Background: an optimization exercise with open tools, aiming at small area, a short achievable clock period and few clock cycles. Do not read the settings as production practice. The RTL was checked by simulation tests, not by an equivalence proof against the original design. Power figures rest on the tool's default switching activity, not on a simulated workload.

==> zinc <==
Design rzx50_scaler, start of the top module:
module rzx50_scaler (
    input  wire        clk,
    input  wire        rst,
    input  wire        start,
    input  wire [1:0]  geom,        
    input  wire        scale_en,
    input  wire [31:0] src_base,
    input  wire [31:0] dst_base,
    input  wire [7:0]  topskip,
    input  wire [8:0]  vinc,
    input  wire [2:0]  thr,
    output wire        busy,
    output wire        rd_req_valid,
    input  wire        rd_req_ready,
    output wire [31:0] rd_addr,
    input  wire        rd_resp_valid,
    input  wire [31:0] rd_resp_data,
    output wire        wr_valid,
    input  wire        wr_ready,
    output wire [31:0] wr_addr,
    output wire [31:0] wr_data
);
Settings: LEC_CHECK=0, CAP_MARGIN=20, CORE_MARGIN=2, CORE_UTILIZATION=40, PLACE_DENSITY=0.6, SETUP_SLACK_MARGIN=3, SLEW_MARGIN=20; clock period 6.0 ns.
run.sh (not shown) runs the stock make flow with config.mk's settings and CLKGATE_MAP_FILE= SYNTH_SCRIPT=/design/flow/synth_recipe.tcl, a recipe that flattens the netlist after the stock synthesis.
==> inputs of fjord, as changes to zinc <==
--- a/flow/design.v
+++ b/flow/design.v
@@ -61,20 +61,20 @@
         end
     endfunction
     reg         r_busy;
     reg         r_scaled;
     reg         r_h32;
     reg  [1:0]  r_extra;      
     reg  [8:0]  r_vinc;
-    reg  [2:0]  r_thr;
+    reg  [8:0]  r_midh;       
     wire        cmd_scaled = scale_en && (geom != 2'd0);
     wire        cmd_h32    = cmd_scaled && (geom != 2'd1);
     wire [9:0]  dh    = r_h32 ? 10'd272 : 10'd240;
-    wire [8:0]  midh  = r_h32 ? ({r_thr, 6'd0} + {2'd0, r_thr, 2'd0})         
-                              : ({r_thr, 6'd0} - {2'd0, r_thr, 2'd0});        
+    wire [8:0]  cmd_midh = cmd_h32 ? ({thr, 6'd0} + {2'd0, thr, 2'd0})      
+                                   : ({thr, 6'd0} - {2'd0, thr, 2'd0});     
     reg         rd_skip;      
     reg         rd_run;       
     reg         rqv;          
     reg  [29:0] ra;           
     reg  [7:0]  k;
     reg         k_last;       
     reg         lastx;        
@@ -82,60 +82,74 @@
     reg         half;         
     reg         blend;
     reg  [8:0]  y;
     reg  [9:0]  e_acc;        
     reg  [1:0]  vph;          
     reg         adv_r;        
     reg         nblend_r;     
-    reg  [CW-1:0] alloc;      
+    reg  [D-1:0] res;         
     wire        slot_read = !(blend && !half);    
     wire        line_last = k_last && slot_read;
     wire        frame_last = line_last && (y == (!r_scaled ? 9'd239 : r_h32 ? 9'd271 : 9'd239));
     wire        issue = rqv && rd_req_ready;
     reg  [9:0]  ra_inc;
     always @(*) begin
         if (p160)
             ra_inc = 10'd160;
         else if (!lastx)
             ra_inc = blend ? -10'd159 : 10'd1;
         else
             ra_inc = blend ? -10'd319 : -10'd159;
     end
     wire [10:0] ra_lo = {1'b0, ra[9:0]} + {1'b0, ra_inc};
+    wire        s_p1   = !p160 && !blend && !lastx;       
+    wire        s_m159 = !p160 && (blend != lastx);        
+    wire        s_m319 = !p160 && blend && lastx;          
+    wire        hi_up  = (s_p1 && (ra[9:0] == 10'd1023)) || (p160 && (ra[9:0] >= 10'd864));
+    wire        hi_dn  = (s_m159 && (ra[9:0] < 10'd159)) || (s_m319 && (ra[9:0] < 10'd319));
     wire [19:0] ra_hp = inc20(ra[29:10]);
     wire [19:0] ra_hm = dec20(ra[29:10]);
-    wire [19:0] ra_hi = (ra_lo[10] && !ra_inc[9]) ? ra_hp :
-                        (!ra_lo[10] && ra_inc[9]) ? ra_hm : ra[29:10];
+    wire [19:0] ra_hi = hi_up ? ra_hp : hi_dn ? ra_hm : ra[29:10];
     wire [29:0] ra_next = {ra_hi, ra_lo[9:0]};
     assign rd_addr      = {ra, 2'b00};
     assign rd_req_valid = rqv;
     reg  [7:0]  r_k;
-    reg         r_half;
+    reg         r_klast;      
+    reg         r_first;      
     reg         r_blend;
+    reg         r_byp;        
     reg  [31:0] a_w;          
-    reg  [31:0] slot [0:D-1];
-    reg  [PW-1:0] wp, rp;
-    reg  [CW-1:0] avail;
-    reg         ne;           
+    reg  [31:0] slot [0:D-1];    
+    reg  [D-1:0] occ;         
+    wire        ne      = occ[0];
     wire [31:0] resp_m  = rd_resp_data & EVEN32;
     wire [31:0] blended = {avg16(a_w[31:16], resp_m[31:16]), avg16(a_w[15:0], resp_m[15:0])} & EVEN32;
     wire [31:0] s_in    = r_blend ? blended : (r_scaled ? resp_m : rd_resp_data);
-    wire        push    = rd_resp_valid && !(r_blend && !r_half);
+    wire        push    = rd_resp_valid && !r_first;
+    wire [31:0] s_byp   = r_scaled ? resp_m : rd_resp_data;
+    wire        byp_ok  = rd_resp_valid && r_byp;
     reg         w_valid;
     reg  [31:0] w_data;
     reg  [29:0] wa;
     reg  [7:0]  wc;           
     reg         col_last;     
     reg         j41, j81;     
     reg  [15:0] hold;         
     reg         f_lo_avg, f_lo_hold, f_hi_lo, f_hi_avg, f_peek, f_end;
-    wire [31:0] s       = slot[rp];
+    wire [31:0] s       = ne ? slot[0] : s_byp;
     wire        out_free = !w_valid || wr_ready;
-    wire        load    = out_free && ne;
+    wire        load    = out_free && (ne || byp_ok);
     wire        pop     = load && !f_peek;
+    wire        shift   = pop && ne;                  
+    wire        put     = push && !(pop && !ne);      
+    wire [D-1:0] occ_up = {1'b0, occ[D-1:1]};
+    wire [D-1:0] occ_dn = {occ[D-2:0], 1'b1};
+    wire [D-1:0] last_full  = occ & ~occ_up;
+    wire [D-1:0] first_free = ~occ & occ_dn;
+    wire [D-1:0] take_in = shift ? last_full : first_free;    
     wire [15:0] avg_x   = r_h32 ? s[31:16] : hold;
     wire [15:0] avg_o   = avg16(avg_x, s[15:0]);
     wire [15:0] o_lo    = f_lo_avg ? avg_o : f_lo_hold ? hold : s[15:0];
     wire [15:0] o_hi    = f_hi_avg ? avg_o : f_hi_lo ? s[15:0] : s[31:16];
     wire [2:0]  ph_n    = f_end ? 3'd0 : wc[2:0] + 3'd1;
     reg         n_lo_avg, n_lo_hold, n_hi_lo, n_hi_avg, n_peek, n_end;
     always @(*) begin
@@ -163,67 +177,63 @@
     wire [22:0] wa_hp   = inc23(wa[29:7]);
     wire [29:0] wa_next = {wa_lo[7] ? wa_hp : wa[29:7], wa_lo[6:0]};
     assign wr_valid = w_valid;
     assign wr_data  = w_data;
     assign wr_addr  = {wa, 2'b00};
     assign busy     = r_busy;
     wire        run_next   = rd_skip ? (k == 8'hFF) : (rd_run && !(issue && frame_last));
-    wire [CW-1:0] alloc_next = alloc + {{(CW-1){1'b0}}, issue && slot_read} - {{(CW-1){1'b0}}, pop};
-    wire [CW-1:0] avail_next = avail + {{(CW-1){1'b0}}, push} - {{(CW-1){1'b0}}, pop};
-    wire        drained    = !rd_run && !rd_skip && (alloc == {CW{1'b0}}) && out_free;
+    wire        res_inc    = issue && slot_read;
+    wire [D-1:0] res_next  = pop ? (res_inc ? res : {1'b0, res[D-1:1]})
+                                 : (res_inc ? {res[D-2:0], 1'b1} : res);
+    wire [D-1:0] occ_next  = shift ? (put ? occ : occ_up)
+                                   : (put ? occ_dn : occ);
+    wire        drained    = !rd_run && !rd_skip && !res[0] && out_free;
     wire        go      = !r_busy && start;
     wire        skip_end = rd_skip && (k == 8'hFF);
     always @(posedge clk) begin
         if (rst) begin
             r_busy  <= 1'b0;
             rd_skip <= 1'b0;
             rd_run  <= 1'b0;
             rqv     <= 1'b0;
-            alloc   <= {CW{1'b0}};
-            avail   <= {CW{1'b0}};
-            ne      <= 1'b0;
-            wp      <= {PW{1'b0}};
-            rp      <= {PW{1'b0}};
+            res     <= {D{1'b0}};
+            occ     <= {D{1'b0}};
             w_valid <= 1'b0;
             vph     <= 2'd0;
         end else begin
-            alloc <= alloc_next;
-            avail <= avail_next;
-            ne    <= (avail_next != {CW{1'b0}});
-            rqv   <= run_next && (alloc_next != D[CW-1:0]);
+            res   <= res_next;
+            occ   <= occ_next;
+            rqv   <= run_next && !res_next[D-1];
             if (go)
                 r_busy <= 1'b1;
             else if (r_busy && drained)
                 r_busy <= 1'b0;
             if (go)
                 rd_skip <= 1'b1;
             else if (skip_end)
                 rd_skip <= 1'b0;
             rd_run <= run_next;
             if (go || (issue && slot_read && k_last))
                 vph <= 2'd1;
             else if (vph != 2'd0)
                 vph <= vph + 2'd1;
-            if (push)
-                wp <= (wp == D - 1) ? {PW{1'b0}} : wp + 1'b1;
-            if (pop)
-                rp <= (rp == D - 1) ? {PW{1'b0}} : rp + 1'b1;
             if (load)
                 w_valid <= 1'b1;
             else if (wr_ready)
                 w_valid <= 1'b0;
         end
     end
+    integer i;
     always @(posedge clk) begin
         if (go) begin
             r_scaled <= cmd_scaled;
             r_h32    <= cmd_h32;
             r_extra  <= cmd_scaled ? 2'd0 : geom;
             r_vinc   <= vinc;
-            r_thr    <= thr;
+            r_midh   <= cmd_midh;
         end
         if (go) begin
             ra     <= src_base[31:2];
             k      <= cmd_scaled ? ~topskip : 8'hFF;
             p160   <= 1'b1;
             half   <= 1'b0;
             blend  <= cmd_scaled && (thr == 3'd0);
@@ -263,35 +273,41 @@
         else if (vph == 2'd1)
             e_acc <= e_acc + {1'b0, r_vinc};
         else if (vph == 2'd2 && e_acc >= dh)
             e_acc <= e_acc - dh;
         if (vph == 2'd2)
             adv_r <= (e_acc >= dh);
         if (vph == 2'd3)
-            nblend_r <= r_scaled && (e_acc >= {1'b0, midh});
+            nblend_r <= r_scaled && (e_acc >= {1'b0, r_midh});
         if (go) begin
             r_k     <= 8'd0;
-            r_half  <= 1'b0;
+            r_klast <= 1'b0;
+            r_first <= cmd_scaled && (thr == 3'd0);
             r_blend <= cmd_scaled && (thr == 3'd0);
+            r_byp   <= !(cmd_scaled && (thr == 3'd0));
         end else if (rd_resp_valid) begin
-            if (r_blend && !r_half) begin
-                a_w    <= resp_m;
-                r_half <= 1'b1;
+            if (r_first) begin
+                a_w     <= resp_m;
+                r_first <= 1'b0;
+            end else if (r_klast) begin
+                r_k     <= 8'd0;
+                r_klast <= 1'b0;
+                r_first <= blend;
+                r_blend <= blend;
+                r_byp   <= !blend;
             end else begin
-                r_half <= 1'b0;
-                if (r_k == 8'd159) begin
-                    r_k     <= 8'd0;
-                    r_blend <= blend;
-                end else begin
-                    r_k <= r_k + 8'd1;
-                end
+                r_k     <= r_k + 8'd1;
+                r_klast <= (r_k == 8'd158);
+                r_first <= r_blend;
             end
         end
-        if (push)
-            slot[wp] <= s_in;
+        for (i = 0; i < D; i = i + 1) begin
+            if (shift || (put && first_free[i]))
+                slot[i] <= (take_in[i] || i == D - 1) ? s_in : slot[(i + 1) % D];
+        end
         if (go) begin
             wa        <= dst_base[31:2];
             wc        <= 8'd0;
             col_last  <= 1'b0;
             j41       <= 1'b0;
             j81       <= 1'b0;
             f_lo_avg  <= 1'b0;
==> flow/flow/run.sh (new file) <==
#!/bin/bash
# The standard layout (the standard.sh, standard synthesis included), with
# one change: the input and output ports are buffered with buf_2 cells instead
# of the cell buffer_ports picks by default (a slow clkdlybuf4s50 delay cell).
set -euo pipefail
bash standard.sh "BUFFER_PORTS_ARGS=-buffer_cell sky130_fd_sc_hd__buf_2" finish > standard_flow.log 2>&1
==> flow/standard.sh (new file) <==
#!/bin/bash
# synth_recipe.tcl (not shown) runs the flow's synth.tcl, then flattens the netlist and writes it again
# the make line also repeats each setting of config.mk as NAME=value (left out here)
make -C /OpenROAD-flow-scripts/flow DESIGN_CONFIG=/design/flow/config.mk WORK_HOME=/design/flow/orfs CLKGATE_MAP_FILE= SYNTH_SCRIPT=/design/flow/synth_recipe.tcl "${@:-finish}"
ABC_AREA = 1   (was not set)
CTS_BUF_LIST = sky130_fd_sc_hd__clkbuf_16   (was not set)
CTS_CLUSTER_DIAMETER = 80   (was not set)
CTS_CLUSTER_SIZE = 24   (was not set)
SETUP_SLACK_MARGIN = 3.5   (was 3)
removed: flow/run.sh
==> inputs of maple, as changes to zinc <==
--- a/flow/design.v
+++ b/flow/design.v
@@ -82,15 +82,15 @@
     reg         half;         
     reg         blend;
     reg  [8:0]  y;
     reg  [9:0]  e_acc;        
     reg  [1:0]  vph;          
     reg         adv_r;        
     reg         nblend_r;     
-    reg  [CW-1:0] alloc;      
+    reg  [D-1:0] res;         
     wire        slot_read = !(blend && !half);    
     wire        line_last = k_last && slot_read;
     wire        frame_last = line_last && (y == (!r_scaled ? 9'd239 : r_h32 ? 9'd271 : 9'd239));
     wire        issue = rqv && rd_req_ready;
     reg  [9:0]  ra_inc;
     always @(*) begin
         if (p160)
@@ -108,34 +108,40 @@
     wire [29:0] ra_next = {ra_hi, ra_lo[9:0]};
     assign rd_addr      = {ra, 2'b00};
     assign rd_req_valid = rqv;
     reg  [7:0]  r_k;
     reg         r_half;
     reg         r_blend;
     reg  [31:0] a_w;          
-    reg  [31:0] slot [0:D-1];
-    reg  [PW-1:0] wp, rp;
-    reg  [CW-1:0] avail;
-    reg         ne;           
+    reg  [31:0] slot [0:D-1];    
+    reg  [D-1:0] occ;         
+    wire        ne      = occ[0];
     wire [31:0] resp_m  = rd_resp_data & EVEN32;
     wire [31:0] blended = {avg16(a_w[31:16], resp_m[31:16]), avg16(a_w[15:0], resp_m[15:0])} & EVEN32;
     wire [31:0] s_in    = r_blend ? blended : (r_scaled ? resp_m : rd_resp_data);
     wire        push    = rd_resp_valid && !(r_blend && !r_half);
+    wire [31:0] s_byp   = r_scaled ? resp_m : rd_resp_data;
+    wire        byp_ok  = rd_resp_valid && !r_blend;
     reg         w_valid;
     reg  [31:0] w_data;
     reg  [29:0] wa;
     reg  [7:0]  wc;           
     reg         col_last;     
     reg         j41, j81;     
     reg  [15:0] hold;         
     reg         f_lo_avg, f_lo_hold, f_hi_lo, f_hi_avg, f_peek, f_end;
-    wire [31:0] s       = slot[rp];
+    wire [31:0] s       = ne ? slot[0] : s_byp;
     wire        out_free = !w_valid || wr_ready;
-    wire        load    = out_free && ne;
+    wire        load    = out_free && (ne || byp_ok);
     wire        pop     = load && !f_peek;
+    wire        shift   = pop && ne;                  
+    wire        put     = push && !(pop && !ne);      
+    wire [D-1:0] occ_up = {1'b0, occ[D-1:1]};
+    wire [D-1:0] occ_dn = {occ[D-2:0], 1'b1};
+    wire [D-1:0] put_here = shift ? (occ & ~occ_up) : (~occ & occ_dn);
     wire [15:0] avg_x   = r_h32 ? s[31:16] : hold;
     wire [15:0] avg_o   = avg16(avg_x, s[15:0]);
     wire [15:0] o_lo    = f_lo_avg ? avg_o : f_lo_hold ? hold : s[15:0];
     wire [15:0] o_hi    = f_hi_avg ? avg_o : f_hi_lo ? s[15:0] : s[31:16];
     wire [2:0]  ph_n    = f_end ? 3'd0 : wc[2:0] + 3'd1;
     reg         n_lo_avg, n_lo_hold, n_hi_lo, n_hi_avg, n_peek, n_end;
     always @(*) begin
@@ -163,60 +169,56 @@
     wire [22:0] wa_hp   = inc23(wa[29:7]);
     wire [29:0] wa_next = {wa_lo[7] ? wa_hp : wa[29:7], wa_lo[6:0]};
     assign wr_valid = w_valid;
     assign wr_data  = w_data;
     assign wr_addr  = {wa, 2'b00};
     assign busy     = r_busy;
     wire        run_next   = rd_skip ? (k == 8'hFF) : (rd_run && !(issue && frame_last));
-    wire [CW-1:0] alloc_next = alloc + {{(CW-1){1'b0}}, issue && slot_read} - {{(CW-1){1'b0}}, pop};
-    wire [CW-1:0] avail_next = avail + {{(CW-1){1'b0}}, push} - {{(CW-1){1'b0}}, pop};
-    wire        drained    = !rd_run && !rd_skip && (alloc == {CW{1'b0}}) && out_free;
+    wire        res_inc    = issue && slot_read;
+    wire [D-1:0] res_next  = (res_inc && !pop) ? {res[D-2:0], 1'b1} :
+                             (!res_inc && pop) ? {1'b0, res[D-1:1]} : res;
+    wire [D-1:0] occ_next  = (put && !shift) ? {occ[D-2:0], 1'b1} :
+                             (!put && shift) ? {1'b0, occ[D-1:1]} : occ;
+    wire        drained    = !rd_run && !rd_skip && !res[0] && out_free;
     wire        go      = !r_busy && start;
     wire        skip_end = rd_skip && (k == 8'hFF);
     always @(posedge clk) begin
         if (rst) begin
             r_busy  <= 1'b0;
             rd_skip <= 1'b0;
             rd_run  <= 1'b0;
             rqv     <= 1'b0;
-            alloc   <= {CW{1'b0}};
-            avail   <= {CW{1'b0}};
-            ne      <= 1'b0;
-            wp      <= {PW{1'b0}};
-            rp      <= {PW{1'b0}};
+            res     <= {D{1'b0}};
+            occ     <= {D{1'b0}};
             w_valid <= 1'b0;
             vph     <= 2'd0;
         end else begin
-            alloc <= alloc_next;
-            avail <= avail_next;
-            ne    <= (avail_next != {CW{1'b0}});
-            rqv   <= run_next && (alloc_next != D[CW-1:0]);
+            res   <= res_next;
+            occ   <= occ_next;
+            rqv   <= run_next && !res_next[D-1];
             if (go)
                 r_busy <= 1'b1;
             else if (r_busy && drained)
                 r_busy <= 1'b0;
             if (go)
                 rd_skip <= 1'b1;
             else if (skip_end)
                 rd_skip <= 1'b0;
             rd_run <= run_next;
             if (go || (issue && slot_read && k_last))
                 vph <= 2'd1;
             else if (vph != 2'd0)
                 vph <= vph + 2'd1;
-            if (push)
-                wp <= (wp == D - 1) ? {PW{1'b0}} : wp + 1'b1;
-            if (pop)
-                rp <= (rp == D - 1) ? {PW{1'b0}} : rp + 1'b1;
             if (load)
                 w_valid <= 1'b1;
             else if (wr_ready)
                 w_valid <= 1'b0;
         end
     end
+    integer i;
     always @(posedge clk) begin
         if (go) begin
             r_scaled <= cmd_scaled;
             r_h32    <= cmd_h32;
             r_extra  <= cmd_scaled ? 2'd0 : geom;
             r_vinc   <= vinc;
             r_thr    <= thr;
@@ -282,16 +284,20 @@
                     r_k     <= 8'd0;
                     r_blend <= blend;
                 end else begin
                     r_k <= r_k + 8'd1;
                 end
             end
         end
-        if (push)
-            slot[wp] <= s_in;
+        for (i = 0; i < D; i = i + 1) begin
+            if (put && put_here[i])
+                slot[i] <= s_in;
+            else if (shift && i < D - 1)
+                slot[i] <= slot[i + 1];
+        end
         if (go) begin
             wa        <= dst_base[31:2];
             wc        <= 8'd0;
             col_last  <= 1'b0;
             j41       <= 1'b0;
             j81       <= 1'b0;
             f_lo_avg  <= 1'b0;
==> flow/flow/run.sh (new file) <==
#!/bin/bash
# The standard layout (the standard.sh, standard synthesis included), with
# one change: the input and output ports are buffered with buf_2 cells instead
# of the cell buffer_ports picks by default (a slow clkdlybuf4s50 delay cell).
set -euo pipefail
bash standard.sh "BUFFER_PORTS_ARGS=-buffer_cell sky130_fd_sc_hd__buf_2" finish > standard_flow.log 2>&1
==> flow/standard.sh (new file) <==
#!/bin/bash
# synth_recipe.tcl (not shown) runs the flow's synth.tcl, then flattens the netlist and writes it again
# the make line also repeats each setting of config.mk as NAME=value (left out here)
make -C /OpenROAD-flow-scripts/flow DESIGN_CONFIG=/design/flow/config.mk WORK_HOME=/design/flow/orfs CLKGATE_MAP_FILE= SYNTH_SCRIPT=/design/flow/synth_recipe.tcl "${@:-finish}"
ABC_AREA = 1   (was not set)
CTS_BUF_LIST = sky130_fd_sc_hd__clkbuf_8   (was not set)
SETUP_SLACK_MARGIN = 3.4   (was 3)
removed: flow/run.sh
==> qor summary <==
item                                                                                   zinc                     fjord           maple
Ant diodes                                                                                1                         3               1
Post-synth EDFFs                                                                        354                       360             354
Die Area                                                                       53,800 sq um              57,800 sq um    56,700 sq um
Number of nets in the layout                                                          2,174                     2,968           2,978
Share of the synthesized netlist area taken by xor and xnor gates                    0.0468                    0.0145          0.0148
Worst setup path startpoint                                                               -          rd_resp_data[29]          ra[20]
Comb_multi_in                                                                         1,127                     1,748           1,698
Worst-case clock skew                                                             0.0393 ns                 0.0405 ns       0.0586 ns
Comb. pwr                                                                         0.00315 W                 0.00229 W       0.00279 W
First-pass GRT wire length                                                   73,500 microns            89,200 microns  98,500 microns
Worst setup SP type                                                                register                 input pin        register
Clk sink count                                                                          423                       425             419
GRT met2 Usage                                                                        0.273                     0.329           0.380
Most frequent CP cell                                               sky130_fd_sc_hd__nor2_1  sky130_fd_sc_hd__o21ai_1               -
Total core area                                                                51,300 sq um              55,200 sq um    54,000 sq um
Req. time, crit path                                                                6.30 ns                   6.32 ns         4.80 ns
Result of the run                                          no timing/DRC/antenna violations  no timing/DRC/antenna violations  no timing/DRC/antenna violations
Register clock-pin slew on the reported worst setup and hold paths                  0.06 ns                   0.10 ns         0.06 ns
Power spent charging and discharging nets                                         0.00317 W                 0.00273 W       0.00336 W
Clock latency of the later-clocked register in the worst-skew pair                  0.61 ns                   0.60 ns         0.69 ns
Pin count of the biggest net entering global routing                                     99                        90              88
# fillers                                                                             4,451                     5,194           5,067
Post-route insts no fill                                                              2,664                     3,515           3,512
Peak supply drop                                                                     192 uV                    225 uV          163 uV
Worst Setup Slack post-DPL                                                          1.89 ns                   2.28 ns         2.14 ns
Nonclk inv count                                                                         70                       268             269
Testbench counts of zinc, summed over its fixed seeds: cycles 1,108,131.
Testbench counts of fjord, summed over its fixed seeds: cycles 1,069,644.
Testbench counts of maple, summed over its fixed seeds: cycles 1,069,644.

[static timing again, ports no longer ideal]
How much do the figures lean on ideal ports? The routed layouts below were timed once more, with nothing changed but the port constraints.
Step 1, drivers: a clkbuf_16 drives clk and a buf_2 each remaining input, both assumed.
Step 2 adds t to the input delays and takes it off the output delays; t is the mean of the earliest and latest rising clock arrival at the registers after step 1. Input paths then give back, and output paths get back, about the clock's delay inside the block.
a / b / c = no drivers / after step 1 / after step 2; a / b = the first two.
| run | t, ns | setup WS [ns] | worst hold slack (ns) | slew at the worst register clock pin (ns) | worst slew at a driven data input, ns |
|---|---|---|---|---|---|
| zinc | 0.642 | 3.023 / 3.023 / 2.391 | 0.476 / 0.476 / 0.476 | 0.06 / 0.06 | 0.11 |
| fjord | 0.631 | 3.505 / 3.490 / 2.860 | 0.483 / 0.483 / 0.483 | 0.11 / 0.11 | 0.10 |
| maple | 0.721 | 3.441 / 3.383 / 2.782 | 0.469 / 0.469 / 0.469 | 0.06 / 0.06 | 0.09 |
After both steps setup and hold are still met in every run listed. The setup slack of maple, which loses most, moves by -0.058 ns with the drivers and by -0.659 ns with both steps.
